What follows belongs to an exercise in optimizing a design on an open flow for small area, a short achievable clock period and few clock cycles; a production flow would make more cautious choices.
Where RTL was checked, it was by simulation tests only, not by an equivalence proof against the original.
No activity file was given, so power comes from the tool's default toggle rates.

==> flow/design.v (excerpt) <==
module sprite_render (
    input  wire        clk,
    input  wire        rst,
    input  wire        start,
    output wire        busy,
    output reg         done,
    input  wire [2:0]  cfg_grid_w_m1,    
    input  wire [2:0]  cfg_grid_h_m1,    
    input  wire [2:0]  cfg_fb_tx_m1,     
    input  wire [2:0]  cfg_fb_ty_m1,     
    input  wire        cfg_gated,        
    input  wire [10:0] cfg_spr_off,      
    input  wire [10:0] cfg_anim_off,     
    output reg         tbl_re,
    output reg         tbl_we,
    output reg  [10:0] tbl_addr,
    output reg  [7:0]  tbl_wdata,
    input  wire [7:0]  tbl_rdata,
    output reg         def_re,
    output reg  [13:0] def_addr,
    input  wire [7:0]  def_rdata,
    output reg         fb_we,
    output reg  [11:0] fb_addr,
    output reg  [7:0]  fb_wdata
);
Size in the first run: ~140 flip-flops.
make LEC_CHECK=0 CAP_MARGIN=20 CORE_MARGIN=2 CORE_UTILIZATION=40 SETUP_SLACK_MARGIN=4 SLEW_MARGIN=20 finish   # period 6.5 ns
run.sh (not shown) runs the stock make flow with config.mk's settings and CLKGATE_MAP_FILE= SYNTH_SCRIPT=/design/flow/synth_recipe.tcl, a recipe that flattens the netlist after the stock synthesis.
Then changed:
Settings changed: ABC_CLOCK_PERIOD_IN_PS set to 2500.
- worst setup slack stays the same
- design area does not change
- clock power is about the same
- cell count is unchanged
- global-route usage does not change
No functional check of the RTL was part of any run of this note.

== 07-21 ==
The RTL this note starts from:
==> flow/design.v <==
module sprite_render (
    input  wire        clk,
    input  wire        rst,
    input  wire        start,
    output wire        busy,
    output reg         done,
    input  wire [2:0]  cfg_grid_w_m1,    
    input  wire [2:0]  cfg_grid_h_m1,    
    input  wire [2:0]  cfg_fb_tx_m1,     
    input  wire [2:0]  cfg_fb_ty_m1,     
    input  wire        cfg_gated,        
    input  wire [10:0] cfg_spr_off,      
    input  wire [10:0] cfg_anim_off,     
    output reg         tbl_re,
    output reg         tbl_we,
    output reg  [10:0] tbl_addr,
    output reg  [7:0]  tbl_wdata,
    input  wire [7:0]  tbl_rdata,
    output reg         def_re,
    output reg  [13:0] def_addr,
    input  wire [7:0]  def_rdata,
    output reg         fb_we,
    output reg  [11:0] fb_addr,
    output reg  [7:0]  fb_wdata
);
    reg busy_r;
    assign busy = busy_r;
    wire accept = start && !busy_r;
    localparam T_IDLE  = 4'd0;
    localparam T_START = 4'd1;    
    localparam T_RA    = 4'd2;    
    localparam T_RS    = 4'd3;    
    localparam T_CD    = 4'd4;    
    localparam T_RK    = 4'd5;    
    localparam T_RN    = 4'd6;    
    localparam T_RSP   = 4'd7;    
    localparam T_RFC   = 4'd8;    
    localparam T_CFC   = 4'd9;    
    localparam T_ADV   = 4'd10;   
    localparam T_WFC0  = 4'd11;   
    localparam T_WFC1  = 4'd12;   
    localparam T_RN2   = 4'd13;   
    localparam T_CN    = 4'd14;   
    localparam T_WE    = 4'd15;   
    reg [3:0]  tstate;
    reg        te_fin;       
    reg [10:0] ea;           
    reg [2:0]  tcol, trow;   
    reg [5:0]  t00;          
    reg [9:0]  r_a;          
    reg [7:0]  r_spr;        
    reg [7:0]  r_k;          
    reg        rec_valid;    
    wire t_wrap = (tcol == cfg_grid_w_m1);
    wire t_last = t_wrap && (trow == cfg_grid_h_m1);
    wire fc_ge  = (tbl_wdata >= r_a[7:0]);
    reg  [10:0] a_op;
    reg         a_ci;
    always @* begin
        a_op = 11'd0;
        a_ci = 1'b1;                                    
        case (tstate)
            T_CD:    begin a_op = {1'b0, r_a}; a_ci = 1'b1; end   
            T_RK:    if (!cfg_gated) begin a_op = 11'h7FF; a_ci = 1'b0; end   
            T_WFC1:  begin a_op = 11'h7FD; a_ci = 1'b0; end       
            default: ;
        endcase
    end
    wire [10:0] a_sum = tbl_addr + a_op + {10'd0, a_ci};
    reg        pe_fin;       
    reg        v1;           
    reg [2:0]  p_xo, p_yo;   
    reg        p_clipx, p_clipy;
    reg [5:0]  p_row;        
    reg        p_last;       
    reg [11:0] fb_a1;        
    wire [2:0] rr = def_addr[5:3];
    wire [2:0] cc = def_addr[2:0];
    wire [2:0] chi = p_clipx ? ~p_xo : 3'd7;
    wire [2:0] rhi = p_clipy ? ~p_yo : 3'd7;
    wire       row_end  = (cc == chi);
    wire       tile_end = row_end && (rr == rhi);
    wire       take = rec_valid && (!def_re || tile_end);
    wire [3:0] px = {1'b0, p_xo} + {1'b0, cc};
    wire [3:0] py = {1'b0, p_yo} + {1'b0, rr};
    always @(posedge clk) begin
        if (rst) begin
            busy_r    <= 1'b0;
            done      <= 1'b0;
            tstate    <= T_IDLE;
            tbl_re    <= 1'b0;
            tbl_we    <= 1'b0;
            rec_valid <= 1'b0;
            te_fin    <= 1'b0;
            pe_fin    <= 1'b0;
            def_re    <= 1'b0;
            v1        <= 1'b0;
            fb_we     <= 1'b0;
        end else begin
            done <= 1'b0;
            if (accept) begin
                busy_r <= 1'b1;
                te_fin <= 1'b0;
                pe_fin <= 1'b0;
            end else if (busy_r && te_fin && pe_fin && !def_re && !v1) begin
                busy_r <= 1'b0;
                done   <= 1'b1;
            end
            tbl_re <= 1'b0;
            tbl_we <= 1'b0;
            case (tstate)
                T_IDLE:  if (accept) tstate <= T_START;
                T_START: begin tbl_re <= 1'b1; tstate <= T_RA; end
                T_RA:    begin tbl_re <= 1'b1; tstate <= T_RS; end
                T_RS:    tstate <= T_CD;
                T_CD:    begin tbl_re <= 1'b1; tstate <= T_RK; end
                T_RK:    begin tbl_re <= 1'b1; tstate <= cfg_gated ? T_RSP : T_RN; end
                T_RN:    begin rec_valid <= 1'b1; tstate <= T_CN; end
                T_RSP:   begin rec_valid <= 1'b1; tbl_re <= 1'b1; tstate <= T_RFC; end
                T_RFC:   tstate <= T_CFC;
                T_CFC:   tstate <= T_ADV;
                T_ADV:   begin tbl_we <= 1'b1; tstate <= fc_ge ? T_WFC1 : T_WFC0; end
                T_WFC0:  tstate <= T_WE;
                T_WFC1:  begin tbl_re <= 1'b1; tstate <= T_RN2; end
                T_RN2:   tstate <= T_CN;
                T_CN:    begin tbl_we <= 1'b1; tstate <= T_WE; end
                T_WE: begin
                    if (t_last) begin
                        te_fin <= 1'b1;
                        tstate <= T_IDLE;
                    end else if (!rec_valid) begin
                        tbl_re <= 1'b1;
                        tstate <= T_RA;
                    end
                end
                default: tstate <= T_IDLE;
            endcase
            if (take)
                rec_valid <= 1'b0;
            if (take)
                def_re <= 1'b1;
            else if (def_re && tile_end)
                def_re <= 1'b0;
            if (def_re && tile_end && !take && p_last)
                pe_fin <= 1'b1;
            v1    <= def_re;
            fb_we <= v1;
        end
    end
    always @(posedge clk) begin
        case (tstate)
            T_START: begin
                ea       <= cfg_spr_off;
                tbl_addr <= cfg_spr_off;
                tcol     <= 3'd0;
                trow     <= 3'd0;
                t00      <= 6'd0;
            end
            T_RA:  tbl_addr <= a_sum;
            T_RS: begin
                r_a      <= cfg_gated ? {tbl_rdata, 2'b00} : {1'b0, tbl_rdata, 1'b0};
                tbl_addr <= cfg_anim_off;
            end
            T_CD: begin
                r_spr    <= tbl_rdata;
                tbl_addr <= a_sum;
            end
            T_RK:  tbl_addr <= a_sum;
            T_RN:  r_k <= tbl_rdata;
            T_RSP: begin
                r_k      <= tbl_rdata;
                tbl_addr <= a_sum;
            end
            T_RFC: r_a[7:0]  <= tbl_rdata;
            T_CFC: tbl_wdata <= tbl_rdata;
            T_ADV: tbl_wdata <= fc_ge ? 8'd0 : tbl_wdata + 8'd1;
            T_WFC1: tbl_addr <= a_sum;
            T_CN: begin
                tbl_wdata <= tbl_rdata;
                tbl_addr  <= ea;
            end
            T_WE: begin
                if (!t_last && !rec_valid) begin
                    ea       <= ea + 11'd2;
                    tbl_addr <= ea + 11'd2;
                    if (t_wrap) begin
                        tcol <= 3'd0;
                        trow <= trow + 3'd1;
                        t00  <= t00 + {3'd0, cfg_fb_tx_m1} - {3'd0, cfg_grid_w_m1} + 6'd1;
                    end else begin
                        tcol <= tcol + 3'd1;
                        t00  <= t00 + 6'd1;
                    end
                end
            end
            default: ;
        endcase
        if (take) begin
            def_addr <= {r_spr + {6'd0, r_k[7:6]}, 6'd0};
            p_xo     <= r_k[2:0];
            p_yo     <= r_k[5:3];
            p_clipx  <= (tcol == cfg_fb_tx_m1);
            p_clipy  <= (trow == cfg_fb_ty_m1);
            p_last   <= t_last;
            p_row    <= t00;
        end else if (row_end) begin
            def_addr[5:0] <= {rr + 3'd1, 3'd0};
            if (py[2:0] == 3'd7)
                p_row <= p_row + {3'd0, cfg_fb_tx_m1} + 6'd1;
        end else begin
            def_addr[2:0] <= cc + 3'd1;
        end
        fb_a1    <= {p_row + {5'd0, px[3]}, py[2:0], px[2:0]};
        fb_addr  <= fb_a1;
        fb_wdata <= def_rdata;
    end
endmodule
Settings: LEC_CHECK=0, CAP_MARGIN=20, CORE_MARGIN=2, CORE_UTILIZATION=40, SETUP_SLACK_MARGIN=4, SLEW_MARGIN=20; clock period 6.5 ns.
Testbench counts of 07-21, summed over its fixed seeds: cycles 101,744.
The following lists how 06-05 was set up differently from 07-21:
# 07-21
export LEC_CHECK = 0
export CAP_MARGIN = 20
export CORE_MARGIN = 2
export CORE_UTILIZATION = 40
export SETUP_SLACK_MARGIN = 4
export SLEW_MARGIN = 20
create_clock -name core_clock -period 6.5 [get_ports {clk}]
# 06-05
export LEC_CHECK = 0
export CAP_MARGIN = 20
export CORE_MARGIN = 2
export CORE_UTILIZATION = 40
export SLEW_MARGIN = 20
create_clock -name core_clock -period 6.5 [get_ports {clk}]
Results
06-05 completed end to end with timing, DRC and antenna clean. Looking at the reports, 07-21 completed the entire flow and the layout it produced met the timing, DRC and antenna checks. Relative to 07-21, the highest achievable clock rate of 06-05 is lower by about 32%. Diff 07-21 -> 06-05: total instance count after detailed placement shows no meaningful change, number of nets in the layout shows a reduction of 4.1%, multi-input gate share of total cell area shows a reduction of 1.2 points, clock buffer and inverter area fraction after layout shows an increase of 0.53 points, wire length shows a reduction of 7.2%. Period utilization for 06-05: 24 points up relative to 07-21. 06-05 vs 07-21 on non-clock buffer count: 06-05 is the lower one. Share of the yosys chip area belonging to registers of 07-21 is on par with 06-05. Compared 06-05 vs 07-21, and post-layout instance count excluding filler cells is down in 06-05. Higher synthesis-to-finish area growth goes to 07-21 over 06-05.

## what the ideal ports hide
The results above use ideal ports. As a check the final layouts listed here were re-extracted and re-timed, cells and wires unchanged. Step 1: set_driving_cell puts a clkbuf_16 on clk and a buf_2 on each other input, an assumption about the parent block. Step 2, shift: input delay + t, output delay - t, t = (earliest + latest rising clock arrival at the registers) / 2. This alone moves slack from input paths to output paths. Slacks: no drivers / after step 1 / after step 2; pairs: no drivers / after step 1.
| run | t, ns | slack for setup (ns) | worst setup path at the end | worst register clock-pin slew, ns |
|---|---|---|---|---|
| the first run of note 1 | 0.455 | 3.539 / 3.539 / 3.539 | register to register | 0.06 / 0.06 |
| the second run of note 1 | 0.455 | 3.539 / 3.539 / 3.539 | register to register | 0.06 / 0.06 |
| 07-21 | 0.459 | 3.218 / 3.192 / 2.733 | input to register | 0.07 / 0.07 |
| 06-05 | 0.464 | 1.669 / 1.683 / 1.219 | input to register | 0.06 / 0.06 |
After both steps every run listed still meets setup and hold. The setup slack of 07-21, which loses most, moves by -0.026 ns with the drivers and by -0.485 ns with both steps.
